Context: an optimization exercise on an open-source flow, tuned for small area, a short achievable clock period and few clock cycles. The choices shown serve that exercise and are no tape-out recipe. At most, simulation tests tie the RTL to the original design; equivalence was not proved. Only the layout flow was run in runs 5 and 6; the RTL was not checked for function there. The clock cells of runs 1 to 5 come from the design's own scripts or RTL, not from TritonCTS. The flow treats the clock pin as an ideal source. Dropping or thinning the clock tree relies on that and would not hold on a real chip. Power is estimated from default activity; no workload was simulated.

<file path="flow/config.mk">
export PLATFORM = sky130hd
export DESIGN_NAME = frame_codec
export DESIGN_NICKNAME = frame_codec
export VERILOG_FILES = /design/flow/design.v
export SDC_FILE = /design/flow/constraint.sdc
export NUM_CORES = 4
export LEC_CHECK = 0
export CAP_MARGIN = 20
export CORE_MARGIN = 2
export CORE_UTILIZATION = 40
export SETUP_SLACK_MARGIN = 3.85
export SLEW_MARGIN = 20
export SYNTH_HIERARCHICAL = 1
</file>
<file path="flow/constraint.sdc">
create_clock -name core_clock -period 6.0 [get_ports {clk}]
set_input_delay 1.2000 -clock core_clock [delete_from_list [all_inputs] [get_ports {clk}]]
set_output_delay 1.2000 -clock core_clock [all_outputs]
set_load 0.01 [all_outputs]
</file>
<file path="flow/design.v">
module fc_nor2 (input wire a, input wire b, output wire y);
    assign y = ~(a | b);
endmodule
module fc_nand2 (input wire a, input wire b, output wire y);
    assign y = ~(a & b);
endmodule
module fc_ao21 (input wire a, input wire b, input wire c, output wire y);
    assign y = (a & b) | c;
endmodule
module frame_request_check (
    input  wire        op,
    input  wire        aw,
    input  wire [15:0] raw_hi,
    input  wire [7:0]  sid_raw,
    input  wire [7:0]  nid_raw,
    input  wire [7:0]  plen,
    output wire        ok,        
    output wire        bad,       
    output wire        oor,       
    output wire        ptl        
);
    wire [7:0] r1;
    wire [3:0] r2;
    wire [1:0] r3;
    genvar g;
    generate
        for (g = 0; g < 8; g = g + 1) begin : l1
            fc_nor2 u (.a(raw_hi[2*g]), .b(raw_hi[2*g+1]), .y(r1[g]));
        end
        for (g = 0; g < 4; g = g + 1) begin : l2
            fc_nand2 u (.a(r1[2*g]), .b(r1[2*g+1]), .y(r2[g]));
        end
        for (g = 0; g < 2; g = g + 1) begin : l3
            fc_nor2 u (.a(r2[2*g]), .b(r2[2*g+1]), .y(r3[g]));
        end
    endgenerate
    wire s1a, s1b, s2, sn_none;
    fc_nor2  u_s1a (.a(sid_raw[7]), .b(sid_raw[6]), .y(s1a));
    fc_nor2  u_s1b (.a(sid_raw[5]), .b(nid_raw[7]), .y(s1b));
    fc_nand2 u_s2  (.a(s1a), .b(s1b), .y(s2));
    fc_nor2  u_s3  (.a(s2), .b(nid_raw[6]), .y(sn_none));
    wire p1a, p1b;
    fc_nor2  u_p1a (.a(plen[7]), .b(plen[6]), .y(p1a));
    fc_nor2  u_p1b (.a(plen[5]), .b(plen[4]), .y(p1b));
    wire id_ok  = op ? sn_none : (aw | (r3[0] & r3[1]));
    assign ok   = id_ok & p1a & p1b;
    assign bad  = ~ok;
    assign oor  = ~id_ok;
    assign ptl  = id_ok & ~(p1a & p1b);
endmodule
module frame_byte_mux (
    input  wire         s_cfg,
    input  wire         s_a0r, s_a0p, s_a1r, s_a1p, s_a2r, s_a3r,
    input  wire [14:0]  s_pay,
    input  wire         s_end,
    input  wire         aw,
    input  wire         ft,
    input  wire [3:0]   plen,
    input  wire [31:0]  raw_id,
    input  wire [4:0]   sid,
    input  wire [5:0]   nid,
    input  wire [119:0] pay,
    output reg  [7:0]   y
);
    integer i;
    always @(*) begin
        y = ({8{s_cfg}} & {2'b11, aw, ft, plen})
          | ({8{s_a0r}} & raw_id[7:0])   | ({8{s_a0p}} & {sid[1:0], nid})
          | ({8{s_a1r}} & raw_id[15:8])  | ({8{s_a1p}} & {5'd0, sid[4:2]})
          | ({8{s_a2r}} & raw_id[23:16]) | ({8{s_a3r}} & raw_id[31:24])
          | ({8{s_end}} & 8'h55);
        for (i = 0; i < 15; i = i + 1)
            y = y | ({8{s_pay[i]}} & pay[8*i +: 8]);
    end
endmodule
module frame_serializer (
    input  wire         clk,
    input  wire         rst,
    input  wire         req_valid,
    output reg          req_ready,
    input  wire         op,           
    input  wire         ft,
    input  wire         aw,
    input  wire [31:0]  raw_id,
    input  wire [7:0]   sid_raw,
    input  wire [7:0]   nid_raw,
    input  wire [7:0]   plen,
    input  wire [119:0] pay,
    output reg          tx_valid,
    output reg  [7:0]   tx_data,
    output reg          tx_last,
    input  wire         tx_ready,
    output reg          resp_valid,
    output wire [2:0]   status,
    output reg  [4:0]   wire_len
);
    wire ok, bad, oor, ptl;
    frame_request_check u_chk (
        .op(op), .aw(aw), .raw_hi(raw_id[31:16]), .sid_raw(sid_raw), .nid_raw(nid_raw),
        .plen(plen), .ok(ok), .bad(bad), .oor(oor), .ptl(ptl)
    );
    reg [1:0] st;
    assign status = {1'b0, st};
    reg       n_cfg, n_addr, n_pay, n_end;
    reg [3:0] nidx;
    reg       r_op, r_aw;
    reg [3:0] r_len;
    wire take     = tx_valid && tx_ready;
    wire addr_lst = (nidx[1:0] == {r_aw, 1'b1});
    wire pay_lst  = (nidx == r_len - 4'd1);
    wire no_pay   = (r_len == 4'd0);
    wire step     = (n_addr && !addr_lst) || (n_pay && !pay_lst);
    wire [3:0]  s_addr = {4{n_addr}} & (4'b0001 << nidx[1:0]);
    reg  [14:0] s_pay;
    integer i;
    always @(*)
        for (i = 0; i < 15; i = i + 1)
            s_pay[i] = n_pay && nidx == i;
    wire [7:0] nxt;
    frame_byte_mux u_mux (
        .s_cfg(n_cfg),
        .s_a0r(s_addr[0] && !r_op), .s_a0p(s_addr[0] && r_op),
        .s_a1r(s_addr[1] && !r_op), .s_a1p(s_addr[1] && r_op),
        .s_a2r(s_addr[2] && !r_op), .s_a3r(s_addr[3] && !r_op),
        .s_pay(s_pay), .s_end(n_end),
        .aw(aw), .ft(ft), .plen(plen[3:0]), .raw_id(raw_id),
        .sid(sid_raw[4:0]), .nid(nid_raw[5:0]), .pay(pay), .y(nxt)
    );
    wire acc  = req_ready && req_valid && !rst;
    wire done = take && tx_last && !rst;
    wire tx_valid_d, resp_valid_d, req_ready_d;
    fc_ao21 u_v (.a(ok),  .b(acc), .c(!rst && tx_valid && !(tx_ready && tx_last)), .y(tx_valid_d));
    fc_ao21 u_r (.a(bad), .b(acc), .c(done), .y(resp_valid_d));
    fc_ao21 u_q (.a(bad), .b(acc), .c(rst || (req_ready && !req_valid) || done), .y(req_ready_d));
    wire [4:0] len_sum = 5'd5 + {3'd0, aw, 1'b0} + {1'b0, plen[3:0]};
    always @(posedge clk) begin
        st       <= {ptl, oor};
        wire_len <= {5{ok}} & len_sum;
        r_op     <= op;
        r_aw     <= aw;
        r_len    <= plen[3:0];
        if (req_ready) begin
            tx_data <= 8'hAA;
            n_cfg   <= 1'b1;
            n_addr  <= 1'b0;
            n_pay   <= 1'b0;
            n_end   <= 1'b0;
            nidx    <= 4'd0;
        end else if (take) begin
            tx_data <= nxt;
            n_cfg   <= 1'b0;
            n_addr  <= n_cfg || (n_addr && !addr_lst);
            n_pay   <= (n_addr && addr_lst && !no_pay) || (n_pay && !pay_lst);
            n_end   <= (n_addr && addr_lst && no_pay) || (n_pay && pay_lst) || n_end;
            nidx    <= step ? nidx + 4'd1 : 4'd0;
        end
        req_ready  <= req_ready_d;
        tx_valid   <= tx_valid_d;
        resp_valid <= resp_valid_d;
        tx_last    <= !rst && tx_valid && !(tx_ready && tx_last) && (tx_ready ? n_end : tx_last);
    end
endmodule
module frame_deserializer (
    input  wire         clk,
    input  wire         rst,
    input  wire         req_valid,
    output reg          req_ready,
    input  wire         rx_valid,
    input  wire [7:0]   rx_data,
    input  wire         rx_timeout,
    output reg          rx_ready,
    output reg          resp_valid,
    output wire [2:0]   status,
    output wire         ft,
    output wire         aw,
    output wire [25:0]  sid,
    output wire [5:0]   nid,
    output wire [3:0]   plen,
    output wire [119:0] pay
);
    reg         st_start, st_cfg, st_addr, st_pay, st_end;
    reg [5:0]   rx_cfg;
    reg [31:0]  rx_acc;
    reg [1:0]   k;
    reg [3:0]   j;
    reg [119:0] rx_buf;
    reg         st_desync, st_trunc;
    assign status = {st_trunc, st_desync, st_desync};
    assign ft     = rx_cfg[4];
    assign aw     = rx_cfg[5];
    assign plen   = rx_cfg[3:0];
    assign sid    = rx_acc[31:6];
    assign nid    = rx_acc[5:0];
    assign pay    = rx_buf;
    wire is_aa = (rx_data == 8'hAA);
    wire is_55 = (rx_data == 8'h55);
    wire ev    = rx_valid || rx_timeout;
    wire acc   = req_ready && req_valid;
    wire fin = rx_ready && ((st_start && (rx_timeout || (rx_valid && !is_aa)))
                         || ((st_cfg || st_addr || st_pay) && rx_timeout)
                         || (st_end && ev));
    wire addr_lst = (k == {rx_cfg[5], 1'b1});
    wire pay_lst  = (j == rx_cfg[3:0] - 4'd1);
    wire no_pay   = (rx_cfg[3:0] == 4'd0);
    integer i;
    always @(posedge clk) begin
        if (st_cfg)
            rx_cfg <= rx_data[5:0];
        if (st_start)
            rx_acc[31:16] <= 16'd0;
        for (i = 0; i < 4; i = i + 1)
            if (st_addr && k == i)
                rx_acc[8*i +: 8] <= rx_data;
        for (i = 0; i < 15; i = i + 1)
            if (st_pay && j == i)
                rx_buf[8*i +: 8] <= rx_data;
        st_desync <= st_start;
        st_trunc  <= !st_start && !(st_end && rx_valid && is_55);
        st_start <= acc || (st_start && !ev);
        st_cfg   <= !acc && ((st_start && rx_valid) || (st_cfg && !rx_valid));
        st_addr  <= !acc && (st_cfg && rx_valid || (st_addr && !(rx_valid && addr_lst)));
        st_pay   <= !acc && ((st_addr && rx_valid && addr_lst && !no_pay)
                          || (st_pay && !(rx_valid && pay_lst)));
        st_end   <= !acc && ((st_addr && rx_valid && addr_lst && no_pay)
                          || (st_pay && rx_valid && pay_lst) || st_end);
        k        <= st_addr ? k + {1'b0, rx_valid} : 2'd0;
        j        <= st_pay ? j + {3'd0, rx_valid} : 4'd0;
        req_ready  <= rst || (req_ready && !req_valid) || fin;
        rx_ready   <= !rst && (acc || (rx_ready && !fin));
        resp_valid <= !rst && fin;
    end
endmodule
module frame_codec (
    input  wire         clk,
    input  wire         rst,
    input  wire         tx_req_valid,
    output wire         tx_req_ready,
    input  wire         tx_op,
    input  wire         tx_ft,
    input  wire         tx_aw,
    input  wire [31:0]  tx_raw_id,
    input  wire [7:0]   tx_sid,
    input  wire [7:0]   tx_nid,
    input  wire [7:0]   tx_plen,
    input  wire [119:0] tx_pay,
    output wire         tx_valid,
    output wire [7:0]   tx_data,
    output wire         tx_last,
    input  wire         tx_ready,
    output wire         tx_resp_valid,
    output wire [2:0]   tx_status,
    output wire [4:0]   tx_wire_len,
    input  wire         rx_req_valid,
    output wire         rx_req_ready,
    input  wire         rx_valid,
    input  wire [7:0]   rx_data,
    input  wire         rx_timeout,
    output wire         rx_ready,
    output wire         rx_resp_valid,
    output wire [2:0]   rx_status,
    output wire         rx_ft,
    output wire         rx_aw,
    output wire [25:0]  rx_sid,
    output wire [5:0]   rx_nid,
    output wire [3:0]   rx_plen,
    output wire [119:0] rx_pay
);
    frame_serializer u_tx (
        .clk(clk), .rst(rst),
        .req_valid(tx_req_valid), .req_ready(tx_req_ready),
        .op(tx_op), .ft(tx_ft), .aw(tx_aw), .raw_id(tx_raw_id),
        .sid_raw(tx_sid), .nid_raw(tx_nid), .plen(tx_plen), .pay(tx_pay),
        .tx_valid(tx_valid), .tx_data(tx_data), .tx_last(tx_last), .tx_ready(tx_ready),
        .resp_valid(tx_resp_valid), .status(tx_status), .wire_len(tx_wire_len)
    );
    frame_deserializer u_rx (
        .clk(clk), .rst(rst),
        .req_valid(rx_req_valid), .req_ready(rx_req_ready),
        .rx_valid(rx_valid), .rx_data(rx_data), .rx_timeout(rx_timeout), .rx_ready(rx_ready),
        .resp_valid(rx_resp_valid), .status(rx_status),
        .ft(rx_ft), .aw(rx_aw), .sid(rx_sid), .nid(rx_nid), .plen(rx_plen), .pay(rx_pay)
    );
endmodule
</file>
<file path="flow/flow/run.sh">
#!/bin/bash
# Standard layout, except that:
#  - the port buffers are the smallest buffer cell (buf_1);
#  - the clock tree is built by flow/manual_tree.tcl in place of TritonCTS:
#    the clock port drives 4 root buffers, each next to its share of the
#    leaf buffers, and each leaf buffer drives one balanced k-means cluster
#    of flip-flops. Everything after the tree (legalisation, timing repair,
#    routing, finishing) is the standard cts.tcl and later steps.
set -euo pipefail
here=$(pwd)
export BUFFER_PORTS_ARGS="-buffer_cell sky130_fd_sc_hd__buf_1"
bash standard.sh synth > log_synth.log 2>&1
rm -rf scripts_mt
cp -r "$FLOW_HOME/scripts" scripts_mt
python3 - "$here/scripts_mt/cts.tcl" > log_patch.log 2>&1 <<'PY'
import sys
p = sys.argv[1]
s = open(p).read()
old = "log_cmd clock_tree_synthesis {*}$cts_args"
assert s.count(old) == 1
s = s.replace(old, "source $::env(MT_TREE_TCL)\nmt_build $::env(MT_NLEAF) $::env(MT_NROOT) sky130_fd_sc_hd__clkbuf_16 sky130_fd_sc_hd__clkbuf_16")
open(p, "w").write(s)
print("patched", p)
PY
export MT_TREE_TCL="$here/flow/manual_tree.tcl"
export MT_NLEAF=${MT_NLEAF:-12}
export MT_NROOT=${MT_NROOT:-4}
bash standard.sh SCRIPTS_DIR="$here/scripts_mt" finish > log_flow.log 2>&1
</file>
<file path="flow/flow/manual_tree.tcl">
proc mt_build {nleaf use_root leaf_cell root_cell} {
  set db [ord::get_db]
  set block [ord::get_db_block]
  set clk [$block findNet clk]
  set sinks {}
  foreach it [$clk getITerms] {
    if {[$it isInputSignal] || [[$it getMTerm] getSigType] eq "CLOCK"} { lappend sinks $it }
  }
  set n [llength $sinks]
  set xs {}; set ys {}
  foreach it $sinks {
    set bb [[$it getInst] getBBox]
    lappend xs [expr {([$bb xMin] + [$bb xMax]) / 2}]
    lappend ys [expr {([$bb yMin] + [$bb yMax]) / 2}]
  }
  # k-means, seeded along a sort by angle around the centroid
  set cx 0; set cy 0
  foreach x $xs y $ys { set cx [expr {$cx + $x}]; set cy [expr {$cy + $y}] }
  set cx [expr {$cx / double($n)}]; set cy [expr {$cy / double($n)}]
  set idx {}
  for {set i 0} {$i < $n} {incr i} {
    lappend idx [list $i [expr {atan2([lindex $ys $i] - $cy, [lindex $xs $i] - $cx)}]]
  }
  set idx [lsort -real -index 1 $idx]
  set kx {}; set ky {}
  for {set c 0} {$c < $nleaf} {incr c} {
    set sx 0; set sy 0; set m 0
    for {set p [expr {$c * $n / $nleaf}]} {$p < ($c + 1) * $n / $nleaf} {incr p} {
      set i [lindex $idx $p 0]
      set sx [expr {$sx + [lindex $xs $i]}]; set sy [expr {$sy + [lindex $ys $i]}]; incr m
    }
    lappend kx [expr {$sx / double($m)}]; lappend ky [expr {$sy / double($m)}]
  }
  set cap [expr {int(ceil(double($n) / $nleaf * 1.15))}]
  for {set iter 0} {$iter < 30} {incr iter} {
    # balanced assignment: nearest centre with room
    set pairs {}
    for {set i 0} {$i < $n} {incr i} {
      for {set c 0} {$c < $nleaf} {incr c} {
        set d [expr {abs([lindex $xs $i] - [lindex $kx $c]) + abs([lindex $ys $i] - [lindex $ky $c])}]
        lappend pairs [list $i $c $d]
      }
    }
    set pairs [lsort -real -index 2 $pairs]
    set asg [lrepeat $n -1]; set cnt [lrepeat $nleaf 0]
    foreach pr $pairs {
      lassign $pr i c d
      if {[lindex $asg $i] >= 0 || [lindex $cnt $c] >= $cap} continue
      lset asg $i $c; lset cnt $c [expr {[lindex $cnt $c] + 1}]
    }
    set nx [lrepeat $nleaf 0.0]; set ny [lrepeat $nleaf 0.0]
    for {set i 0} {$i < $n} {incr i} {
      set c [lindex $asg $i]
      lset nx $c [expr {[lindex $nx $c] + [lindex $xs $i]}]
      lset ny $c [expr {[lindex $ny $c] + [lindex $ys $i]}]
    }
    for {set c 0} {$c < $nleaf} {incr c} {
      if {[lindex $cnt $c] > 0} {
        lset kx $c [expr {[lindex $nx $c] / [lindex $cnt $c]}]
        lset ky $c [expr {[lindex $ny $c] / [lindex $cnt $c]}]
      }
    }
  }
  set lm [$db findMaster $leaf_cell]
  set rm [$db findMaster $root_cell]
  # group the leaves for the roots: sort leaves by angle around the centroid
  set lidx {}
  for {set c 0} {$c < $nleaf} {incr c} {
    lappend lidx [list $c [expr {atan2([lindex $ky $c] - $cy, [lindex $kx $c] - $cx)}]]
  }
  set lidx [lsort -real -index 1 $lidx]
  set lroot [lrepeat $nleaf 0]
  if {$use_root > 0} {
    for {set p 0} {$p < $nleaf} {incr p} {
      lset lroot [lindex $lidx $p 0] [expr {$p * $use_root / $nleaf}]
    }
    set tops {}
    for {set r 0} {$r < $use_root} {incr r} {
      set sx 0; set sy 0; set m 0
      for {set c 0} {$c < $nleaf} {incr c} {
        if {[lindex $lroot $c] == $r} {
          set sx [expr {$sx + [lindex $kx $c]}]; set sy [expr {$sy + [lindex $ky $c]}]; incr m
        }
      }
      set root [odb::dbInst_create $block $rm "mt_root_$r"]
      $root setLocation [expr {int($sx / $m)}] [expr {int($sy / $m)}]
      $root setPlacementStatus PLACED
      set top [odb::dbNet_create $block "mt_clk_root_$r"]
      $top setSigType CLOCK
      [$root findITerm A] connect $clk
      [$root findITerm X] connect $top
      lappend tops $top
    }
  }
  for {set c 0} {$c < $nleaf} {incr c} {
    set b [odb::dbInst_create $block $lm "mt_leaf_$c"]
    $b setLocation [expr {int([lindex $kx $c])}] [expr {int([lindex $ky $c])}]
    $b setPlacementStatus PLACED
    set net [odb::dbNet_create $block "mt_clk_$c"]
    $net setSigType CLOCK
    if {$use_root > 0} {
      [$b findITerm A] connect [lindex $tops [lindex $lroot $c]]
    } else {
      [$b findITerm A] connect $clk
    }
    [$b findITerm X] connect $net
    for {set i 0} {$i < $n} {incr i} {
      if {[lindex $asg $i] == $c} {
        set it [lindex $sinks $i]
        $it disconnect
        $it connect $net
      }
    }
  }
  puts "manual tree: $n sinks, $nleaf leaves ([join $cnt { }]), roots $use_root"
}
</file>
<file path="flow/standard.sh">
#!/bin/bash
# synth_recipe.tcl (not shown) runs the flow's synth.tcl, then flattens the netlist and writes it again
# the make line also repeats each setting of config.mk as NAME=value (left out here)
make -C /OpenROAD-flow-scripts/flow DESIGN_CONFIG=/design/flow/config.mk WORK_HOME=/design/flow/orfs CLKGATE_MAP_FILE= SYNTH_SCRIPT=/design/flow/synth_recipe.tcl "${@:-finish}"
</file>
==> results of run 1 <==
stage by stage:
stage	worst slack (ns)	utilization	std cells	total power, mW	cell area (µm²)
after floorplan	3.861	-	608	1.678	8434
after global placement	3.442	0.4797	1232	1.791	10020
after detailed placement	3.394	0.4797	1232	1.793	10020
after CTS	3.606	0.5266	1269	2.566	11000
after global routing	3.803	0.5314	1277	2.784	11100
final	3.885	0.5314	1277	2.698	11100
logic make-up after synthesis:
| logic type | after synthesis |
|---|---|
| flip-flops | 207 |
| AND/OR/NAND/NOR | 198 |
| AO/OA/AOI/OAI | 120 |
| buffers and inverters | 50 |
| XOR/XNOR | 20 |
| adder cells (fa/ha/maj) | 11 |
| other | 1 |
| multiplexers | 1 |
Yosys stat by module (local to each module, per instance), a selection:
| module | cells inside | times used | cell area, µm² |
|---|---|---|---|
| frame_request_check | 7 | 1 | 45.04 |
| fc_ao21 | 1 | 3 | 7.507 |
| frame_byte_mux | 129 | 1 | 1006 |
| frame_serializer | 160 | 1 | 1503 |
| frame_deserializer | 289 | 1 | 5783 |
| fc_nor2 | 1 | 15 | 3.754 |
| fc_nand2 | 1 | 5 | 3.754 |
layout by cell type, fill, tap and decap left out, types with 8 or more instances in the layout:
cell,count
and2_2,10
xor2_1,8
nor2_1,37
ha_1,10
nand2_1,38
a22oi_1,41
a21oi_1,13
xnor2_1,8
edfxtp_1,158
buf_2,10
dfxtp_1,45
buf_4,21
inv_1,15
buf_1,351
a22o_1,13
nand4_1,17
and2_1,27
a221oi_2,14
clkbuf_16,16
path summary, 6_finish.rpt:
kind / endpoint / slack, ns / cells after the start
max: u_tx.tx_data[6] / 3.88 / 8
min: u_rx.st_desync / 0.46 / 0
max reg2reg: u_tx.tx_data[6] / 3.88 / 8
min reg2reg: u_rx.st_desync / 0.46 / 0
flip-flops by register name, summed over array words and instances, names as in the netlist, 2 cells and up:
register / cells
u_rx.j: 4
u_tx.wire_len: 5
u_tx.st: 2
u_tx.nidx: 4
u_tx.r_len: 4
u_rx.k: 2
u_rx.rx_cfg: 6
u_rx.rx_acc: 32
u_tx.tx_data: 8
u_rx.rx_buf: 120
synthesized netlist by cell type (all sizes together), types with 10 or more instances:
cell type and instances:
a22o 14, nor2 41, a22oi 46, buf 24, dfxtp 49, nand2 39, a221oi 15, edfxtp 158
inv 15, and2 43, xor2 10, clkbuf 11, ha 10, a21oi 13, nand4 17
routing by layer:
metal / part of all wire / global-route usage
met5: 0.00044 / 0
met4: 0.059 / 0.1381
met3: 0.088 / 0.03914
met2: 0.51 / 0.4631
met1: 0.34 / 0.2817
power by group through the flow:
| stage | clock, mW | combinational (mW) | sequential, mW |
|---|---|---|---|
| 6_report | 0.894 | 0.220 | 1.58 |
| 4_1_cts | 0.730 | 0.217 | 1.62 |
| 2_1_floorplan | 0 | 0.0539 | 1.62 |
| 3_3_place_gp | 0 | 0.173 | 1.62 |
| 5_1_grt | 0.959 | 0.237 | 1.59 |
| 3_5_place_dp | 0 | 0.174 | 1.62 |
layout make-up:
cell class              instances  area, µm²  share of cell area
repair buffers                408       1968              0.1773
plain buffers                  16      400.4             0.03607
diodes                          5      12.51            0.001127
well taps                     275      344.1             0.03100
flip-flops and latches        207       5738              0.5169
inverters                      15      56.30            0.005072
multi-input cells             351       2581              0.2325
timing repair:
action | 4_1_cts | 5_1_grt
resized for setup | 81 | 35
pin swaps | 38 | 4
setup buffers | 15 | 3
endpoints found under the setup margin | 42 | 30
cloned | 6 | 0
==> qor.yml, run 1 <==
startpoint_type: "register"
hpwl_um: 20910
fin_nets: 1204
finalClockSkew_ns: 0.01575
dr.pass1.iters: 6
crit_fanout: 8
place_congestion: 0.9392
fp.dieW_um: 149.2
whs_ns: 0.4615
critical_path.startpoint: "u_tx.nidx[1]"
p_switching_uw: 557.2
tightest_slew_ns: 1.045
antenna_left: 0
syn-cell-area_um2: 8434
yosys_warnings: 9
r2r_start: "u_tx.nidx[1]"
ys_seq_area_frac: 0.6788
async_reset_ff_frac: 0
clk_pin_slew_ns: 0.08
synth_top_area_frac: 0.5625
clkPwrFrac: 0.331
cp.required_ns: 6.16
synth-adder-area-share: 0.01721
postSynthAreaPerCell_um2: 13.87
worstPathCellList: "inv_1, ha_1, and2_1, a222oi_1, and4_1, nand4_1, nand2_1, a21oi_1"
core_um2: 20890
total_leakage_power_nw: 3.797
synthesis.instances: 608
start_util: 0.4038
area_delta_synth_final_pct: 31.61
layout-drive-gt1-share: 0.1364
synthMuxAreaShare: 0.001187
combPwrFrac: 0.082
power.density_nw_per_um2: 243.0
overflow: 0
tns_ns: 0
vdd_drop_max_v: 0.0001516
post-synth-top-area-cell: "edfxtp_1"
synth_top_family_by_area: "simple AND/OR/NAND/NOR gates"
p_sw_frac: 0.2065
slew_headroom: 0.2980
path_buf_inv: 1
endpoint_kind: "register"
seqPwrFrac: 0.587
holdBufCountCts: 0
drtIter0Drc: 418
fillers: 1874
grt_max_degree: 23
period_needed_ns: 2.115
die-area_um2: 22260
wl_per_cell_um: 23.17
synth-xor-area-share: 0.02581
viasPerCell: 5.269
rsz0062_at_grt: "yes"
vias: 6729
synth-compound-area-share: 0.1145
min-delay-start: "u_rx.st_start"
drt_wl_total_um: 29590
synth_edf_count: 158
io_buffer_count: 376
setup_viol: 0
rows: 53
slew_violations: 0
yosys.area_share.simple: 0.1276
status: "timing/DRC/antenna clean"
synth_ff_type: "edfxtp_1"
ys_ff_latch: 207
drc_errors: 0
grt_pass1_wl_um: 41610
grt_pass1_vias: 6629
critPathMaxStageDelay_ns: 0.43
ys_types: 59
fmax_mhz: 472.8
die_h_um: 149.2
ios: 378
hold_violations: 0
period_share: 0.3525
syn-num-nets: 813
antenna_found_initial: 6
hp-class: "register to register"
synthTopCellsByArea: "edfxtp_1 56%, dfxtp_1 12%, a22oi_1 4.1%, and2_1 3.2%, nor2_1 1.8%"
crit_arrival_ns: 2.28
cap_viol_max_count: 0
crit_path_top_delay_cell: "a222oi_1"
insertion_delay_ns: 0.29
grtUsageTotal: 0.2532
internal_power_mw: 2.141
cp_top_family: "simple AND/OR/NAND/NOR gates"
criticalPathCategory: "register to register"
Testbench counts, summed over its fixed seeds: cycles 56,146.
==> inputs of run 2 (changes only) <==
--- a/flow/config.mk
+++ b/flow/config.mk
@@ -8,6 +8,6 @@
 export CAP_MARGIN = 20
 export CORE_MARGIN = 2
 export CORE_UTILIZATION = 40
-export SETUP_SLACK_MARGIN = 3.85
+export SETUP_SLACK_MARGIN = 3.95
 export SLEW_MARGIN = 20
 export SYNTH_HIERARCHICAL = 1
==> qor.yml, run 2 <==
status: "timing/DRC/antenna clean"
p_switching_uw: 564.2  # +1.3%
post-synth-top-area-cell: "edfxtp_1"
dr.pass1.iters: 5  # -1
drtIter0Drc: 376  # -10%
overflow: 0  # unchanged
power.density_nw_per_um2: 234.4  # -3.5%
cp.required_ns: 4.80  # -1.36 ns
start_util: 0.4038  # unchanged
stdcell_count: 1289  # +0.94%
postSynthAreaPerCell_um2: 13.87  # unchanged
regArea_um2: 5744  # +0.11%
wl_per_cell_um: 22.08  # -4.7%
grt_max_degree: 23  # unchanged
combPwrFrac: 0.089  # +0.007
period_needed_ns: 2.103  # -0.01238 ns
hpwl_um: 20460  # -2.1%
total_leakage_power_nw: 4.054  # +6.8%
clkPwrFrac: 0.330  # about the same
rsz0062_at_grt: "yes"
area_delta_synth_final_pct: 37.86
ys_seq_area_frac: 0.6788  # unchanged
path_buf_inv: 1  # unchanged
worstPathCellList: "clkbuf_2"
antenna_left: 0  # unchanged
fmax_mhz: 475.6  # +0.59%
syn-cell-area_um2: 8434  # unchanged
holdBufCountCts: 0  # unchanged
ys_ff_latch: 207  # unchanged
largestRegisters: "u_rx.rx_buf: 120 flops, u_rx.rx_acc: 32 flops, u_tx.tx_data: 8 flops"
ys_types: 59  # unchanged
fp.dieW_um: 149.2  # unchanged
async_reset_ff_frac: 0  # unchanged
rows: 53  # unchanged
layout_common_cells: "317 x buf_1, 158 x edfxtp_1, 42 x dfxtp_1"
synthesis.instances: 608  # unchanged
core_um2: 20890  # unchanged
dp.cells: 1234  # +0.16%
critPathMaxStageDelay_ns: 0.44  # about the same
ios: 378  # unchanged
insertion_delay_ns: 0.29  # about the same
cap_viol_max_count: 0  # unchanged
layout-drive-gt1-share: 0.2152  # +0.07879
antenna_found_initial: 1  # -5
clk_pin_slew_ns: 0.07  # about the same
slew_violations: 0  # unchanged
synthTopCellsByArea: "edfxtp_1 56%, dfxtp_1 12%, a22oi_1 4.1%, and2_1 3.2%, nor2_1 1.8%"
finalClockSkew_ns: 0.01487  # -0.0008836 ns
hold_violations: 0  # unchanged
yosys_warnings: 9  # unchanged
synth_edf_count: 158  # unchanged
io_buffer_count: 376  # unchanged
cp_top_family: "flip-flops"
place_congestion: 0.9662  # +2.9%
vias: 6852  # +1.8%
seqPwrFrac: 0.581  # -0.006
final_common_cell: "buf_1"
grt_pass1_wl_um: 40150  # -3.5%
p_sw_frac: 0.2070  # +0.0004569
largest_reg_flops: 120  # unchanged
multi_input_area_um2: 2758  # +6.8%
yosysMostFrequentCell: "edfxtp_1"
power.total_mw: 2.726  # +1.0%
startpoint_type: "register"
internal_power_mw: 2.161  # +0.97%
crit_arrival_ns: 0.90  # -1.38 ns
setup_viol: 0  # unchanged
vdd_drop_max_v: 0.0001466  # -3.3%
drt_wl_total_um: 28460  # -3.8%
grtUsageTotal: 0.2402  # -0.01306
synth_ff_type: "edfxtp_1"
hp-class: "register to register"
endpoint_kind: "output pin"
criticalPathCategory: "register to output pin"
crit_path_top_delay_cell: "edfxtp_1"
tightest_slew_ns: 0.8408  # -0.2042 ns
fin_nets: 1220  # +1.3%
grt_pass1_vias: 6641  # +0.18%
fillers: 1855  # -1.0%
drc_errors: 0  # unchanged
period_share: 0.3505  # -0.002063
slew_headroom: 0.4374  # +0.1394
synth_top_area_frac: 0.5625  # unchanged
viasPerCell: 5.316  # +0.88%
utilization: 0.5566  # +0.02522
die-area_um2: 22260  # unchanged
die_h_um: 149.2  # unchanged
crit_fanout: 4  # -4
syn-num-nets: 813  # unchanged
yosys-top-cells-count: "158 x edfxtp_1, 49 x dfxtp_1, 46 x a22oi_1, 43 x and2_1, 41 x nor2_1"
largest_register: "u_rx.rx_buf"
tns_ns: 0  # unchanged
[run 2: cell counts after synthesis]
Identical to the previous run, type by type.
[run 2: kinds of logic (layout without fill, tap and decap cells)]
family,Yosys count,count (layout),share of synthesized area
buf+inv,50,455,0.03442
other cells,1,2,0.0004446
simple gates,198,198,0.1276
compound gates,120,120,0.1145
flops,207,207,0.6788
fa+ha+maj,11,11,0.01721
xor+xnor,20,20,0.02581
mux,1,1,0.001187
[run 2: area by class of cell]
type                    count  share of cell area
inverters                  15            0.004842
flip-flops and latches    207              0.4940
diodes                      1           0.0002152
repair buffers            424              0.1997
multi-input cells         351              0.2372
well taps                 275             0.02959
plain buffers              16             0.03443
[run 2: repair_timing]
action | CTS | global route
pin swaps | 51 | 19
cloned | 7 | 0
setup buffers | 14 | 16
endpoints found under the setup margin | 67 | 79
gates resized for setup | 127 | 121
[run 2: final timing paths]
check / cells past startpoint / endpoint / slack [ns] / from
hold reg to reg: 0 / u_rx.st_desync / 0.45 / u_rx.st_start
setup / recovery: 1 / rx_plen[3] / 3.90 / u_rx.rx_cfg[3]
hold / removal: 0 / u_rx.st_desync / 0.45 / u_rx.st_start
setup reg to reg: 3 / u_rx.rx_buf[37] / 3.97 / u_rx.st_pay
[run 2: power by group through the flow]
stage | registers (mW) | logic, mW | clock network [mW]
2_1_floorplan | 1.62 | 0.0546 | 0
3_3_place_gp | 1.62 | 0.169 | 0
3_5_place_dp | 1.62 | 0.169 | 0
4_1_cts | 1.62 | 0.221 | 0.730
5_1_grt | 1.59 | 0.260 | 0.971
6_report | 1.58 | 0.243 | 0.900
[run 2: modules after synthesis, one instance, submodules excluded, a selection]
module | cell area (µm²) | flip-flops and latches
fc_nor2 | 3.754 | 0
frame_request_check | 45.04 | 0
fc_ao21 | 7.507 | 0
frame_serializer | 1503 | 33
frame_deserializer | 5783 | 174
frame_byte_mux | 1006 | 0
fc_nand2 | 3.754 | 0
[run 2: per-stage QoR]
step	hold WS, ns	setup WS (ns)	cell area, µm²
detailed placement	0.4447	3.352	10050
finish	0.4524	3.897	11630
global route	0.4618	3.834	11630
global placement	0.4361	3.407	10050
floorplan	0.3905	3.909	8461
CTS	0.4447	3.612	11230
[run 2: per-layer routing]
| metal | global-route usage | up-vias | share of wire | wire (µm) |
|---|---|---|---|---|
| li1 | - | 3110 | - | - |
| met1 | 0.2689 | 3290 | 0.35 | 9947 |
| met2 | 0.4417 | 375 | 0.53 | 14950 |
| met3 | 0.03731 | 77 | 0.073 | 2064 |
| met4 | 0.1214 | 0 | 0.053 | 1495 |
| met5 | 0 | - | 0 | 0 |
==> inputs of run 3 (changes only) <==
--- a/flow/config.mk
+++ b/flow/config.mk
@@ -8,6 +8,6 @@
 export CAP_MARGIN = 20
 export CORE_MARGIN = 2
 export CORE_UTILIZATION = 40
-export SETUP_SLACK_MARGIN = 3.95
+export SETUP_SLACK_MARGIN = 3.8
 export SLEW_MARGIN = 20
 export SYNTH_HIERARCHICAL = 1
==> qor.yml, run 3 <==
status: "timing/DRC/antenna clean"
ys_seq_area_frac: 0.6788  # unchanged
die_h_um: 149.2  # unchanged
cp.required_ns: 6.18  # +1.38 ns
crit_fanout: 8  # +4
endpoint_kind: "register"
core_um2: 20890  # unchanged
critPathMostFrequentCell: "nand4_1"
overflow: 0  # unchanged
power.density_nw_per_um2: 244.3  # +4.2%
synthTopCellsByArea: "edfxtp_1 56%, dfxtp_1 12%, a22oi_1 4.1%, and2_1 3.2%, nor2_1 1.8%"
hold_violations: 0  # unchanged
grt_pass1_wl_um: 41610  # +3.6%
synth_ff_type: "edfxtp_1"
period_share: 0.3623  # +0.01187
dr.pass1.iters: 6  # +1
synth_edf_count: 158  # unchanged
tns_ns: 0  # unchanged
p_sw_frac: 0.2072  # +0.0002380
async_reset_ff_frac: 0  # unchanged
yosysMostFrequentCell: "edfxtp_1"
fillers: 1876  # +1.1%
insertion_delay_ns: 0.29  # about the same
vdd_drop_max_v: 0.0001515  # +3.3%
period_needed_ns: 2.174  # +0.07122 ns
vias: 6761  # -1.3%
fp.dieW_um: 149.2  # unchanged
crit_path_top_delay_cell: "a22oi_1"
start_util: 0.4038  # unchanged
seqPwrFrac: 0.587  # +0.006
grtUsageTotal: 0.2532  # +0.01306
place_congestion: 0.9392  # -2.8%
layout-drive-gt1-share: 0.1166  # -0.09862
p_switching_uw: 559.0  # -0.91%
largest_register: "u_rx.rx_buf"
fin_nets: 1202  # -1.5%
drc_errors: 0  # unchanged
path_buf_inv: 1  # unchanged
cap_viol_max_count: 0  # unchanged
grt_pass1_vias: 6627  # -0.21%
ios: 378  # unchanged
grt_max_degree: 23  # unchanged
io_buffer_count: 376  # unchanged
clk_pin_slew_ns: 0.07  # about the same
drt_wl_total_um: 29510  # +3.7%
fmax_mhz: 460.0  # -3.3%
antenna_left: 0  # unchanged
rsz0062_at_grt: "no"
area_delta_synth_final_pct: 30.93
slew_violations: 0  # unchanged
cp_top_family: "simple AND/OR/NAND/NOR gates"
rows: 53  # unchanged
drtIter0Drc: 426  # +13%
critPathMaxStageDelay_ns: 0.52  # +0.08 ns
regArea_um2: 5738  # -0.11%
postSynthAreaPerCell_um2: 13.87  # unchanged
finalClockSkew_ns: 0.01669  # +0.001822 ns
startpoint_type: "register"
tightest_slew_ns: 1.032  # +0.1916 ns
post-synth-top-area-cell: "edfxtp_1"
largest_reg_flops: 120  # unchanged
total_leakage_power_nw: 3.756  # -7.3%
combPwrFrac: 0.081  # -0.008
slew_headroom: 0.3065  # -0.1309
yosys_warnings: 9  # unchanged
whs_ns: 0.4642  # +0.01181 ns
syn-cell-area_um2: 8434  # unchanged
multi_input_area_um2: 2554  # -7.4%
final_common_cell: "buf_1"
viasPerCell: 5.303  # -0.24%
power.total_mw: 2.698  # -1.0%
crit_arrival_ns: 2.35  # +1.45 ns
die-area_um2: 22260  # unchanged
internal_power_mw: 2.139  # -1.1%
ys_ff_latch: 207  # unchanged
wl_per_cell_um: 23.14  # +4.8%
criticalPathCategory: "register to register"
setup_viol: 0  # unchanged
yosys-top-cells-count: "158 x edfxtp_1, 49 x dfxtp_1, 46 x a22oi_1, 43 x and2_1, 41 x nor2_1"
largestRegisters: "u_rx.rx_buf: 120 flops, u_rx.rx_acc: 32 flops, u_tx.tx_data: 8 flops"
hp-class: "register to register"
antenna_found_initial: 6  # +5
layout_common_cells: "360 x buf_1, 158 x edfxtp_1, 45 x dfxtp_1"
hpwl_um: 20910  # +2.2%
synth_top_area_frac: 0.5625  # unchanged
synthesis.instances: 608  # unchanged
clkPwrFrac: 0.332  # +0.002
worstPathCellList: "inv_1, ha_1, and2_1, a22oi_1, nand4_1, nor2_1, nand4_1, nand2_1, a21oi_1"
syn-num-nets: 813  # unchanged
ys_types: 59  # unchanged
run 3: logic make-up (layout without fill, tap and decap cells):
kind of cell / Yosys count / count (layout) / synth area share
other: 1 / 6 / 0.0004446
buffers and inverters: 50 / 437 / 0.03442
adder cells (fa/ha/maj): 11 / 11 / 0.01721
XOR/XNOR: 20 / 20 / 0.02581
multiplexers: 1 / 1 / 0.001187
AND/OR/NAND/NOR: 198 / 198 / 0.1276
AO/OA/AOI/OAI: 120 / 120 / 0.1145
flip-flops: 207 / 207 / 0.6788
run 3: metrics by stage:
step | setup WS, ns | instances | utilization | area [µm²]
floorplan | 3.861 | 608 | - | 8434
global placement | 3.442 | 1232 | 0.4797 | 10020
detailed placement | 3.394 | 1232 | 0.4797 | 10020
CTS | 3.606 | 1269 | 0.5260 | 10990
global route | 3.805 | 1275 | 0.5287 | 11040
finish | 3.826 | 1275 | 0.5287 | 11040
run 3: what timing repair did:
| item | CTS | global route |
|---|---|---|
| cloned | 6 | 0 |
| hold buffers | 0 | 0 |
| pin swaps | 30 | 0 |
| buffers inserted | 15 | 1 |
| endpoints found under the setup margin | 39 | 9 |
| gates resized for setup | 76 | 18 |
run 3: layout make-up:
| type | instances | share of cell area |
|---|---|---|
| inverter | 15 | 0.005099 |
| sequential | 207 | 0.5196 |
| timing repair buffer | 406 | 0.1755 |
| tap | 275 | 0.03116 |
| antenna | 5 | 0.001133 |
| multi-input combinational | 351 | 0.2312 |
| buffer | 16 | 0.03626 |
run 3: modules after synthesis (local to each module, per instance), a selection:
module / flip-flops and latches / cells / copies in the design
frame_serializer: 33 / 160 / 1
frame_request_check: 0 / 7 / 1
frame_byte_mux: 0 / 129 / 1
fc_ao21: 0 / 1 / 3
fc_nor2: 0 / 1 / 15
fc_nand2: 0 / 1 / 5
frame_deserializer: 174 / 289 / 1
run 3: final timing paths:
path                        start              end  slack (ns)  cells after the start
hold / removal    u_tx.tx_data[4]  u_tx.tx_data[4]        0.46                      2
setup / recovery     u_tx.nidx[0]  u_tx.tx_data[2]        3.83                      9
hold reg to reg   u_tx.tx_data[4]  u_tx.tx_data[4]        0.46                      2
setup reg to reg     u_tx.nidx[0]  u_tx.tx_data[2]        3.83                      9
run 3: power by group through the flow:
stage | Sequential [mW] | Combinational (mW) | Clock, mW
2_1_floorplan | 1.62 | 0.0539 | 0
3_3_place_gp | 1.62 | 0.173 | 0
3_5_place_dp | 1.62 | 0.174 | 0
4_1_cts | 1.62 | 0.216 | 0.730
5_1_grt | 1.59 | 0.234 | 0.959
6_report | 1.58 | 0.217 | 0.896
run 3: worst min-delay path, delay by kind of cell, from the launching register on:
family,cells,cell delay [ns]
DFF,1,0.31
and+or+nand+nor,1,0.05
AOI/OAI and AO/OA,1,0.05
run 3: routing by layer:
layer	up-vias	share of wire	global-route usage
li1	3077	-	-
met1	3184	0.35	0.2815
met2	416	0.51	0.4631
met3	82	0.083	0.03945
met4	2	0.060	0.1381
met5	-	0.00044	0
==> inputs of run 4 (changes only) <==
--- a/flow/config.mk
+++ b/flow/config.mk
@@ -7,7 +7,7 @@
 export LEC_CHECK = 0
 export CAP_MARGIN = 20
 export CORE_MARGIN = 2
-export CORE_UTILIZATION = 40
-export SETUP_SLACK_MARGIN = 3.8
+export CORE_UTILIZATION = 60
+export SETUP_SLACK_MARGIN = 3.85
 export SLEW_MARGIN = 20
 export SYNTH_HIERARCHICAL = 1
==> qor.yml, run 4 <==
grt_pass1_vias: 6655  # +0.42%
r2r_cells: 9  # unchanged
seqPwrFrac: 0.593  # +0.006
rrSetupSlack_ns: 3.89  # +0.06 ns
die_h_um: 122.6  # -18%
fp.dieW_um: 122.6  # -18%
crit_path_top_delay_cell: "edfxtp_1"
timing.rr.end: "u_tx.tx_data[6]"
largestRegisters: "u_rx.rx_buf: 120 flops, u_rx.rx_acc: 32 flops, u_tx.tx_data: 8 flops"
setup_viol: 0  # unchanged
start_util: 0.6100  # +0.2062
power.density_nw_per_um2: 247.2  # +1.2%
dp.cells: 1133  # -8.0%
dpl_cell_area_um2: 9867  # -1.5%
drt_wl_total_um: 27970  # -5.2%
wl_per_cell_um: 23.82  # +2.9%
startpoint_type: "register"
cp_top_family: "flip-flops"
antenna_left: 0  # unchanged
stdcell_area_um2: 10810  # -2.1%
place_congestion: 1.040  # +11%
async_reset_ff_frac: 0  # unchanged
critPathMaxStageDelay_ns: 0.47  # -0.05 ns
hold_violations: 0  # unchanged
finalClockSkew_ns: 0.01299  # -0.003698 ns
clk_pin_slew_ns: 0.08  # about the same
ys_ff_latch: 207  # unchanged
slew_headroom: 0.4278  # +0.1214
die-area_um2: 15020  # -33%
yosys-top-cells-count: "158 x edfxtp_1, 49 x dfxtp_1, 46 x a22oi_1, 43 x and2_1, 41 x nor2_1"
postSynthAreaPerCell_um2: 13.87  # unchanged
synth_edf_count: 158  # unchanged
min-delay-start: "u_rx.st_start"
rsz0062_at_grt: "yes"
crit_fanout: 1  # -7
p_sw_frac: 0.2046  # -0.002600
largest_register: "u_rx.rx_buf"
post-synth-top-area-cell: "edfxtp_1"
critical_path.startpoint: "u_rx.rx_buf[16]"
drtIter0Drc: 675  # +58%
synthesis.instances: 608  # unchanged
layout_common_cells: "355 x buf_1, 158 x edfxtp_1, 45 x dfxtp_1"
yosys_warnings: 9  # unchanged
crit_arrival_ns: 0.92  # -1.43 ns
hp-class: "register to register"
yosysMostFrequentCell: "edfxtp_1"
combPwrFrac: 0.074  # -0.007
drc_errors: 0  # unchanged
fin_nets: 1195  # -0.58%
worstPathCellList: "buf_1"
endpoint_kind: "output pin"
final_common_cell: "buf_1"
clkPwrFrac: 0.333  # about the same
internal_power_mw: 2.126  # -0.58%
stdcell_count: 1174  # -7.9%
largest_reg_flops: 120  # unchanged
viasPerCell: 6.045  # +14%
core_um2: 13830  # -34%
ios: 378  # unchanged
period_needed_ns: 2.120  # -0.05380 ns
rows: 43  # -19%
period_share: 0.3534  # -0.008967
syn-cell-area_um2: 8434  # unchanged
tightest_slew_ns: 0.8551  # -0.1773 ns
grt_pass1_wl_um: 39340  # -5.4%
p_switching_uw: 547.0  # -2.2%
grt_max_degree: 23  # unchanged
hold_path_end: "u_rx.st_desync"
antenna_found_initial: 5  # -1
layout-drive-gt1-share: 0.1326  # +0.01601
criticalPathCategory: "register to output pin"
total_leakage_power_nw: 3.687  # -1.8%
overflow: 0  # unchanged
status: "timing/DRC/antenna clean"
syn-num-nets: 813  # unchanged
r2r_start: "u_tx.nidx[1]"
vias: 7097  # +5.0%
cap_viol_max_count: 0  # unchanged
area_delta_synth_final_pct: 28.20
hpwl_um: 20010  # -4.3%
ys_types: 59  # unchanged
cp.required_ns: 4.80  # -1.38 ns
synth_ff_type: "edfxtp_1"
fmax_mhz: 471.7  # +2.5%
path_buf_inv: 1  # unchanged
dr.pass1.iters: 6  # unchanged
slew_violations: 0  # unchanged
vdd_drop_max_v: 0.0001409  # -7.0%
io_buffer_count: 376  # unchanged
synth_top_area_frac: 0.5625  # unchanged
ys_seq_area_frac: 0.6788  # unchanged
min_path_cells: 0  # -2
tns_ns: 0  # unchanged
grtUsageTotal: 0.3568  # +0.1036
synthTopCellsByArea: "edfxtp_1 56%, dfxtp_1 12%, a22oi_1 4.1%, and2_1 3.2%, nor2_1 1.8%"
insertion_delay_ns: 0.29  # about the same
run 4: worst max path at each step:
stage | to | slack (ns) | cells past startpoint
after global routing | u_tx.tx_data[0] | 3.78 | 8
after CTS | u_tx.tx_data[7] | 3.57 | 7
after global placement | u_rx.rx_ready | 3.33 | 5
after floorplan | u_tx.nidx[1] | 3.86 | 5
after detailed placement | u_rx.st_trunc | 3.18 | 3
final | rx_pay[16] | 3.88 | 1
run 4: power by group through the flow:
stage	Clock [mW]	Combinational [mW]	Sequential, mW
final	0.890	0.198	1.59
after floorplan	0	0.0539	1.62
after detailed placement	0	0.166	1.62
after CTS	0.730	0.192	1.62
after global placement	0	0.160	1.62
after global routing	0.944	0.212	1.59
run 4: layout make-up:
cell class | count | area [µm²]
Timing Repair Buffer | 399 | 1783
Multi-Input combinational cell | 351 | 2595
Antenna cell | 6 | 15.01
Inverter | 15 | 56.30
Buffer | 16 | 400.4
Fill cell | 853 | 3014
Tap cell | 180 | 225.2
Sequential cell | 207 | 5738
run 4: through the flow:
stage	hold WS (ns)	power [mW]	worst slack [ns]	utilization
6_report	0.4637	2.673	3.880	0.7820
3_3_place_gp	0.4361	1.779	3.334	0.7136
2_1_floorplan	0.3905	1.678	3.861	-
5_1_grt	0.4772	2.744	3.781	0.7815
4_1_cts	0.4450	2.542	3.573	0.7725
3_5_place_dp	0.4453	1.786	3.182	0.7136
run 4: what timing repair did:
item	4_1_cts	5_1_grt
setup endpoints to repair	147	18
hold endpoints to repair	0	0
buffers inserted	11	5
pin swaps	43	3
resized for setup	101	34
hold buffers	0	0
gates cloned	2	0
run 4: per-module statistics from Yosys (local to each module, per instance), a selection:
module | times used | cell area [µm²] | flops+latches | cells inside
frame_request_check | 1 | 45.04 | 0 | 7
frame_deserializer | 1 | 5783 | 174 | 289
fc_nand2 | 5 | 3.754 | 0 | 1
frame_byte_mux | 1 | 1006 | 0 | 129
fc_ao21 | 3 | 7.507 | 0 | 1
fc_nor2 | 15 | 3.754 | 0 | 1
frame_serializer | 1 | 1503 | 33 | 160
run 4: routing by layer:
| layer | vias up | wire [µm] | global-route usage | share of wire |
|---|---|---|---|---|
| met5 | - | 27 | 0 | 0.00097 |
| li1 | 3069 | - | - | - |
| met3 | 97 | 2802 | 0.06134 | 0.10 |
| met4 | 4 | 1321 | 0.1659 | 0.047 |
| met2 | 521 | 14520 | 0.6323 | 0.52 |
| met1 | 3406 | 9292 | 0.4240 | 0.33 |
run 4: cell families after synthesis:
family / after synthesis / share of synthesized area
adders and majority gates: 11 / 0.01721
DFF: 207 / 0.6788
AOI/OAI and AO/OA: 120 / 0.1145
other: 1 / 0.0004446
muxes: 1 / 0.001187
buffers and inverters: 50 / 0.03442
and+or+nand+nor: 198 / 0.1276
xor gates and xnor gates: 20 / 0.02581
==> inputs of run 5 (changes only) <==
--- a/flow/design.v
+++ b/flow/design.v
@@ -72,6 +72,19 @@
         for (i = 0; i < 15; i = i + 1)
             y = y | ({8{s_pay[i]}} & pay[8*i +: 8]);
     end
+endmodule
+module frame_select_decode (
+    input  wire        n_addr,
+    input  wire        n_pay,
+    input  wire [3:0]  nidx,
+    output wire [3:0]  s_addr,
+    output reg  [14:0] s_pay
+);
+    assign s_addr = {4{n_addr}} & (4'b0001 << nidx[1:0]);
+    integer i;
+    always @(*)
+        for (i = 0; i < 15; i = i + 1)
+            s_pay[i] = n_pay && nidx == i;
 endmodule
 module frame_serializer (
     input  wire         clk,
@@ -110,12 +123,11 @@
     wire pay_lst  = (nidx == r_len - 4'd1);
     wire no_pay   = (r_len == 4'd0);
     wire step     = (n_addr && !addr_lst) || (n_pay && !pay_lst);
-    wire [3:0]  s_addr = {4{n_addr}} & (4'b0001 << nidx[1:0]);
-    reg  [14:0] s_pay;
-    integer i;
-    always @(*)
-        for (i = 0; i < 15; i = i + 1)
-            s_pay[i] = n_pay && nidx == i;
+    wire [3:0]  s_addr;
+    wire [14:0] s_pay;
+    frame_select_decode u_dec (
+        .n_addr(n_addr), .n_pay(n_pay), .nidx(nidx), .s_addr(s_addr), .s_pay(s_pay)
+    );
     wire [7:0] nxt;
     frame_byte_mux u_mux (
         .s_cfg(n_cfg),
--- a/flow/config.mk
+++ b/flow/config.mk
@@ -8,6 +8,6 @@
 export CAP_MARGIN = 20
 export CORE_MARGIN = 2
 export CORE_UTILIZATION = 60
-export SETUP_SLACK_MARGIN = 3.85
+export SETUP_SLACK_MARGIN = 3.8
 export SLEW_MARGIN = 20
 export SYNTH_HIERARCHICAL = 1
==> qor.yml, run 5 <==
status: "timing/DRC/antenna clean"
die_h_um: 122  # -0.46%
combPwrFrac: 0.078  # +0.004
largest_register: "u_rx.rx_buf"
hold_violations: 0  # unchanged
dr.max_layer_used: "met5"
finalClockSkew_ns: 0.02550  # +0.01251 ns
critical_path.startpoint: "u_tx.n_pay"
drc_errors: 0  # unchanged
ys_types: 59  # unchanged
yosys_warnings: 10  # +1
synth_top_area_frac: 0.5679  # +0.005392
slew_violations: 0  # unchanged
cap_viol_max_count: 0  # unchanged
tns_ns: 0  # unchanged
endpoint_kind: "register"
min-delay-start: "u_tx.tx_data[5]"
antenna_found_initial: 3  # -2
postSynthAreaPerCell_um2: 13.72  # -1.1%
overflow: 0  # unchanged
synthTopCellsByArea: "edfxtp_1 57%, dfxtp_1 12%, a22oi_1 4.1%, nor2_1 2.4%, and2_1 1.9%"
hpwl_um: 21600  # +8.0%
drt_wl_total_um: 31810  # +14%
largest_reg_flops: 120  # unchanged
internal_power_mw: 2.130  # +0.19%
vdd_drop_max_v: 0.0001521  # +8.0%
ys_seq_area_frac: 0.6853  # +0.006507
rows: 43  # unchanged
fmax_mhz: 443.8  # -5.9%
crit_arrival_ns: 2.48  # +1.56 ns
power.density_nw_per_um2: 250.9  # +1.5%
ys_ff_latch: 207  # unchanged
grtUsageTotal: 0.4159  # +0.05905
post-synth-top-area-cell: "edfxtp_1"
preCtsSetupSlack_ns: 3.214  # +0.03221 ns
whs_ns: 0.4824  # +0.01868 ns
clkPwrFrac: 0.334  # about the same
met1_length_um: 10200  # +9.8%
layout-drive-gt1-share: 0.1280  # -0.004567
area_delta_synth_final_pct: 28.92
async_reset_ff_frac: 0  # unchanged
crit_path_top_delay_cell: "nor2_2"
syn-cell-area_um2: 8354  # -0.95%
drtIter0Drc: 911  # +35%
yosysMostFrequentCell: "edfxtp_1"
p_sw_frac: 0.2117  # +0.007115
period_needed_ns: 2.253  # +0.1332 ns
worstPathCellList: "or3b_4, nor2_2, a22oi_1, nand4_1, nor2_1, nand4_1, nand2_1, a21oi_1"
synth_ff_type: "edfxtp_1"
syn-num-nets: 811  # -0.25%
power.total_mw: 2.702  # +1.1%
cp.required_ns: 6.23  # +1.43 ns
synth_edf_count: 158  # unchanged
io_buffer_count: 376  # unchanged
core_um2: 13720  # -0.78%
yosys-top-cells-count: "158 x edfxtp_1, 53 x nor2_1, 49 x dfxtp_1, 46 x a22oi_1, 39 x nand2_1"
fp.dieW_um: 122  # -0.46%
holdBufCountCts: 0  # unchanged
ios: 378  # unchanged
layout_common_cells: "348 x buf_1, 158 x edfxtp_1, 46 x dfxtp_1"
grt_max_degree: 23  # unchanged
crit_fanout: 8  # +7
startpoint_type: "register"
r2r_start: "u_tx.n_pay"
dr.pass1.iters: 5  # -1
clk_pin_slew_ns: 0.08  # about the same
largestRegisters: "u_rx.rx_buf: 120 flops, u_rx.rx_acc: 32 flops, u_tx.tx_data: 8 flops"
p_switching_uw: 572.2  # +4.6%
final_common_cell: "buf_1"
wl_met2_um: 16220  # +12%
criticalPathCategory: "register to register"
seqPwrFrac: 0.588  # -0.005
grt_pass1_wl_um: 44840  # +14%
setup_viol: 0  # unchanged
total_leakage_power_nw: 3.628  # -1.6%
critPathMaxStageDelay_ns: 0.56  # +0.09 ns
viasPerCell: 6.331  # +4.7%
hp-class: "register to register"
worst_slack_ns: 3.747  # -0.1332 ns
critPathMostFrequentCell: "nand4_1"
period_share: 0.3756  # +0.02219
tightest_slew_ns: 0.8576  # +0.002478 ns
antenna_left: 0  # unchanged
vias: 7445  # +4.9%
route.met3.wl_um: 3434  # +23%
fin_nets: 1196  # +0.084%
wl_per_cell_um: 27.05  # +14%
start_util: 0.6089  # -0.001053
rsz0062_at_grt: "yes"
grt_pass1_vias: 7187  # +8.0%
die-area_um2: 14880  # -0.92%
insertion_delay_ns: 0.30  # about the same
slew_headroom: 0.4252  # -0.002661
place_congestion: 1.010  # -2.8%
synthesis.instances: 609  # +0.16%
==> run 5: changes by cell type in the layout (fill, tap and decap cells not counted), sizes merged, moves of 2 or more <==
cell and change:
and2 -17, nor2 +13, nor3 +5, buf +5
and3 -3, diode -2, clkbuf -2, nand2b +3
ha -3, nand3b +2, nor2b +3
==> run 5: kinds of logic (layout without fill, tap and decap cells) <==
group / count (synthesis) / after routing / synth area share
AO/OA/AOI/OAI: 120 / 120 / 0.1152
XOR/XNOR: 20 / 20 / 0.02426
adder cells (fa/ha/maj): 8 / 8 / 0.01288
buffers and inverters: 49 / 432 / 0.03265
flip-flops: 207 / 207 / 0.6853
multiplexers: 1 / 1 / 0.001198
other: 1 / 5 / 0.0004489
AND/OR/NAND/NOR: 203 / 203 / 0.1281
==> run 5: area by class of cell <==
cell class,instances,area (µm²)
Antenna cell,4,10.01
Buffer,16,400.4
Fill cell,811,2949
Inverter,14,52.55
Multi-Input combinational cell,353,2527
Sequential cell,207,5734
Tap cell,180,225.2
Timing Repair Buffer,402,1821
==> run 5: Yosys stat by module (local to each module, per instance), excerpt <==
module | copies in the design | cells | area [µm²] | flops+latches
frame_deserializer | 1 | 289 | 5783 | 174
fc_nor2 | 15 | 1 | 3.754 | 0
frame_byte_mux | 1 | 129 | 1006 | 0
frame_serializer | 1 | 134 | 1286 | 33
fc_ao21 | 3 | 1 | 7.507 | 0
fc_nand2 | 5 | 1 | 3.754 | 0
frame_request_check | 1 | 7 | 45.04 | 0
frame_select_decode | 1 | 27 | 136.4 | 0
==> run 5: power groups by stage <==
| stage | registers [mW] | clock network, mW | logic [mW] |
|---|---|---|---|
| finish | 1.59 | 0.902 | 0.211 |
| floorplan | 1.62 | 0 | 0.0512 |
| global placement | 1.62 | 0 | 0.164 |
| detailed placement | 1.62 | 0 | 0.170 |
| global route | 1.59 | 0.948 | 0.222 |
| CTS | 1.62 | 0.730 | 0.201 |
==> run 5: timing repair <==
action / 4_1_cts / 5_1_grt
endpoints found under the setup margin: 104 / 34
buffers inserted: 9 / 3
pin swaps: 35 / 0
cloned: 5 / 0
gates resized for setup: 106 / 12
==> run 5: worst paths after layout <==
| check | endpoint | slack, ns | cells after the start |
|---|---|---|---|
| setup / recovery | u_tx.tx_data[2] | 3.75 | 8 |
| hold reg to reg | u_tx.tx_data[5] | 0.48 | 2 |
| setup reg to reg | u_tx.tx_data[2] | 3.75 | 8 |
| hold / removal | u_tx.tx_data[5] | 0.48 | 2 |
==> run 5: critical path, delay by kind of cell, from the launching register on <==
kind             cells  cell delay [ns]
AO/OA/AOI/OAI        2             0.32
flip-flops           1             0.46
AND/OR/NAND/NOR      6             1.42
==> run 5: stage by stage <==
stage	utilization	std cells	instance area (µm²)
finish	0.7850	1176	10770
global route	0.7847	1174	10770
global placement	0.7171	1139	9838
detailed placement	0.7171	1139	9838
floorplan	-	609	8354
CTS	0.7790	1169	10690
==> run 5: metal layers <==
metal | vias to the layer above | GRT usage
met4 | 2 | 0.2098
met3 | 140 | 0.08287
met5 | - | 0
li1 | 3075 | -
met2 | 678 | 0.7374
met1 | 3550 | 0.4789
==> inputs of run 6 (changes only) <==
--- a/flow/config.mk
+++ b/flow/config.mk
@@ -7,7 +7,7 @@
 export LEC_CHECK = 0
 export CAP_MARGIN = 20
 export CORE_MARGIN = 2
-export CORE_UTILIZATION = 60
-export SETUP_SLACK_MARGIN = 3.8
+export CORE_UTILIZATION = 70
+export SETUP_SLACK_MARGIN = 3.85
 export SLEW_MARGIN = 20
 export SYNTH_HIERARCHICAL = 1
==> qor.yml, run 6 <==
status: "did not finish"
stop_stage: "global routing (5_1_grt)"
error: "[ERROR GRT-0232] Routing congestion too high. Check the congestion heatmap in the GUI."
grtUsageTotal: 0.8168
die_h_um: 113.2  # -7.2%
synth_edf_count: 158  # unchanged
yosys_warnings: 10  # unchanged
syn-cell-area_um2: 8354  # unchanged
dpl_cell_area_um2: 9777  # -0.62%
hpwl_um: 22730  # +5.2%
post-synth-top-area-cell: "edfxtp_1"
worstEndpointType: "register input"
holdBufCountCts: 0  # unchanged
rows: 39  # -9.3%
synth_top_area_frac: 0.5679  # unchanged
postSynthAreaPerCell_um2: 13.72  # unchanged
ys_types: 59  # unchanged
yosys-top-cells-count: "158 x edfxtp_1, 53 x nor2_1, 49 x dfxtp_1, 46 x a22oi_1, 39 x nand2_1"
grt_worst_setup_endpoint: "u_tx.tx_data[7]$_SDFFE_PP1P_/D"
async_reset_ff_frac: 0  # unchanged
yosysMostFrequentCell: "edfxtp_1"
place_congestion: 1.044  # +3.3%
io_buffer_count: 376  # unchanged
synthesis.instances: 609  # unchanged
ios: 378  # unchanged
overflow: 12
ys_seq_area_frac: 0.6853  # unchanged
start_util: 0.7254  # +0.1165
grt_max_degree: 23
syn-num-nets: 811  # unchanged
synthTopCellsByArea: "edfxtp_1 57%, dfxtp_1 12%, a22oi_1 4.1%, nor2_1 2.4%, and2_1 1.9%"
fp.dieW_um: 113.2  # -7.2%
ys_ff_latch: 207  # unchanged
synth_ff_type: "edfxtp_1"
[run 6: cell counts after synthesis]
Identical to the previous run, type by type.
[run 6: metrics by stage]
stage	instances	setup slack [ns]
after floorplan	609	3.881
after global placement	1100	3.384
after detailed placement	1100	3.008
after CTS	1124	3.604
[run 6: kinds of logic after synthesis]
family / share of synthesized area
AO/OA/AOI/OAI: 0.1152
XOR/XNOR: 0.02426
adder cells (fa/ha/maj): 0.01288
buffers and inverters: 0.03265
flip-flops: 0.6853
multiplexers: 0.001198
other: 0.0004489
AND/OR/NAND/NOR: 0.1281
[run 6: metal layers]
layer | global-route usage | GRT overflow
met2 | 0.9577 | 5
met3 | 0.6845 | 0
met4 | 0.8463 | 7
met1 | 0.8161 | 0
met5 | 0.2667 | 0
[run 6: worst min-delay path by stage]
stage / startpoint / to
2_1_floorplan: u_rx.st_start / u_rx.st_desync
3_3_place_gp: u_rx.st_start / u_rx.st_desync
3_5_place_dp: u_tx.tx_data[4] / u_tx.tx_data[4]
4_1_cts: u_tx.tx_data[4] / u_tx.tx_data[4]
[run 6: per-module statistics from Yosys (local to each module, per instance), excerpt]
module               area [µm²]  flip-flops and latches  copies in the design
frame_select_decode       136.4                       0                     1
fc_ao21                   7.507                       0                     3
frame_byte_mux             1006                       0                     1
frame_serializer           1286                      33                     1
frame_request_check       45.04                       0                     1
fc_nand2                  3.754                       0                     5
frame_deserializer         5783                     174                     1
fc_nor2                   3.754                       0                    15
[run 6: power groups by stage]
stage                     registers [mW]  clock network [mW]  logic (mW)
after detailed placement            1.62                   0       0.172
after floorplan                     1.62                   0      0.0512
after CTS                           1.63               0.730       0.206
after global placement              1.62                   0       0.161
[run 6: what timing repair did]
action | CTS
hold endpoints to repair | 0
pin swaps | 46
buffers inserted | 6
gates cloned | 2
endpoints found under the setup margin | 152
resized for setup | 126

[re-timing with driven ports]
Ports are ideal in the flow. The routed layouts listed here were re-timed in OpenROAD.
Step 1 sets driving cells, clkbuf_16 on the clock port and buf_2 on the other inputs (assumed; they add their load-dependent delay and slew).
Step 2 moves the port delays by t, midway between the first and last clock arrival at a register: inputs arrive t later, outputs are due t later. That takes back most of the time a late clock gives input paths.
a / b / c = ideal / step 1 / step 2; a / b = the first two.
run	t (ns)	slack for setup (ns)	hold WS [ns]	worst setup path after step 2	latest minus earliest clock arrival (ns)
run 1	0.374	3.885 / 3.799 / 3.584	0.462 / 0.462 / 0.462	input to register	0.016 / 0.016
run 2	0.374	3.897 / 3.805 / 3.609	0.452 / 0.452 / 0.452	input to register	0.020 / 0.019
run 3	0.373	3.826 / 3.782 / 3.554	0.464 / 0.464 / 0.464	input to register	0.017 / 0.017
run 4	0.370	3.880 / 3.791 / 3.542	0.464 / 0.464 / 0.464	input to register	0.015 / 0.015
run 5	0.387	3.747 / 3.703 / 3.514	0.482 / 0.482 / 0.482	input to register	0.025 / 0.025
After both steps setup and hold are still met in every run listed. The setup slack of run 4, which loses most, moves by -0.089 ns with the drivers and by -0.338 ns with both steps.
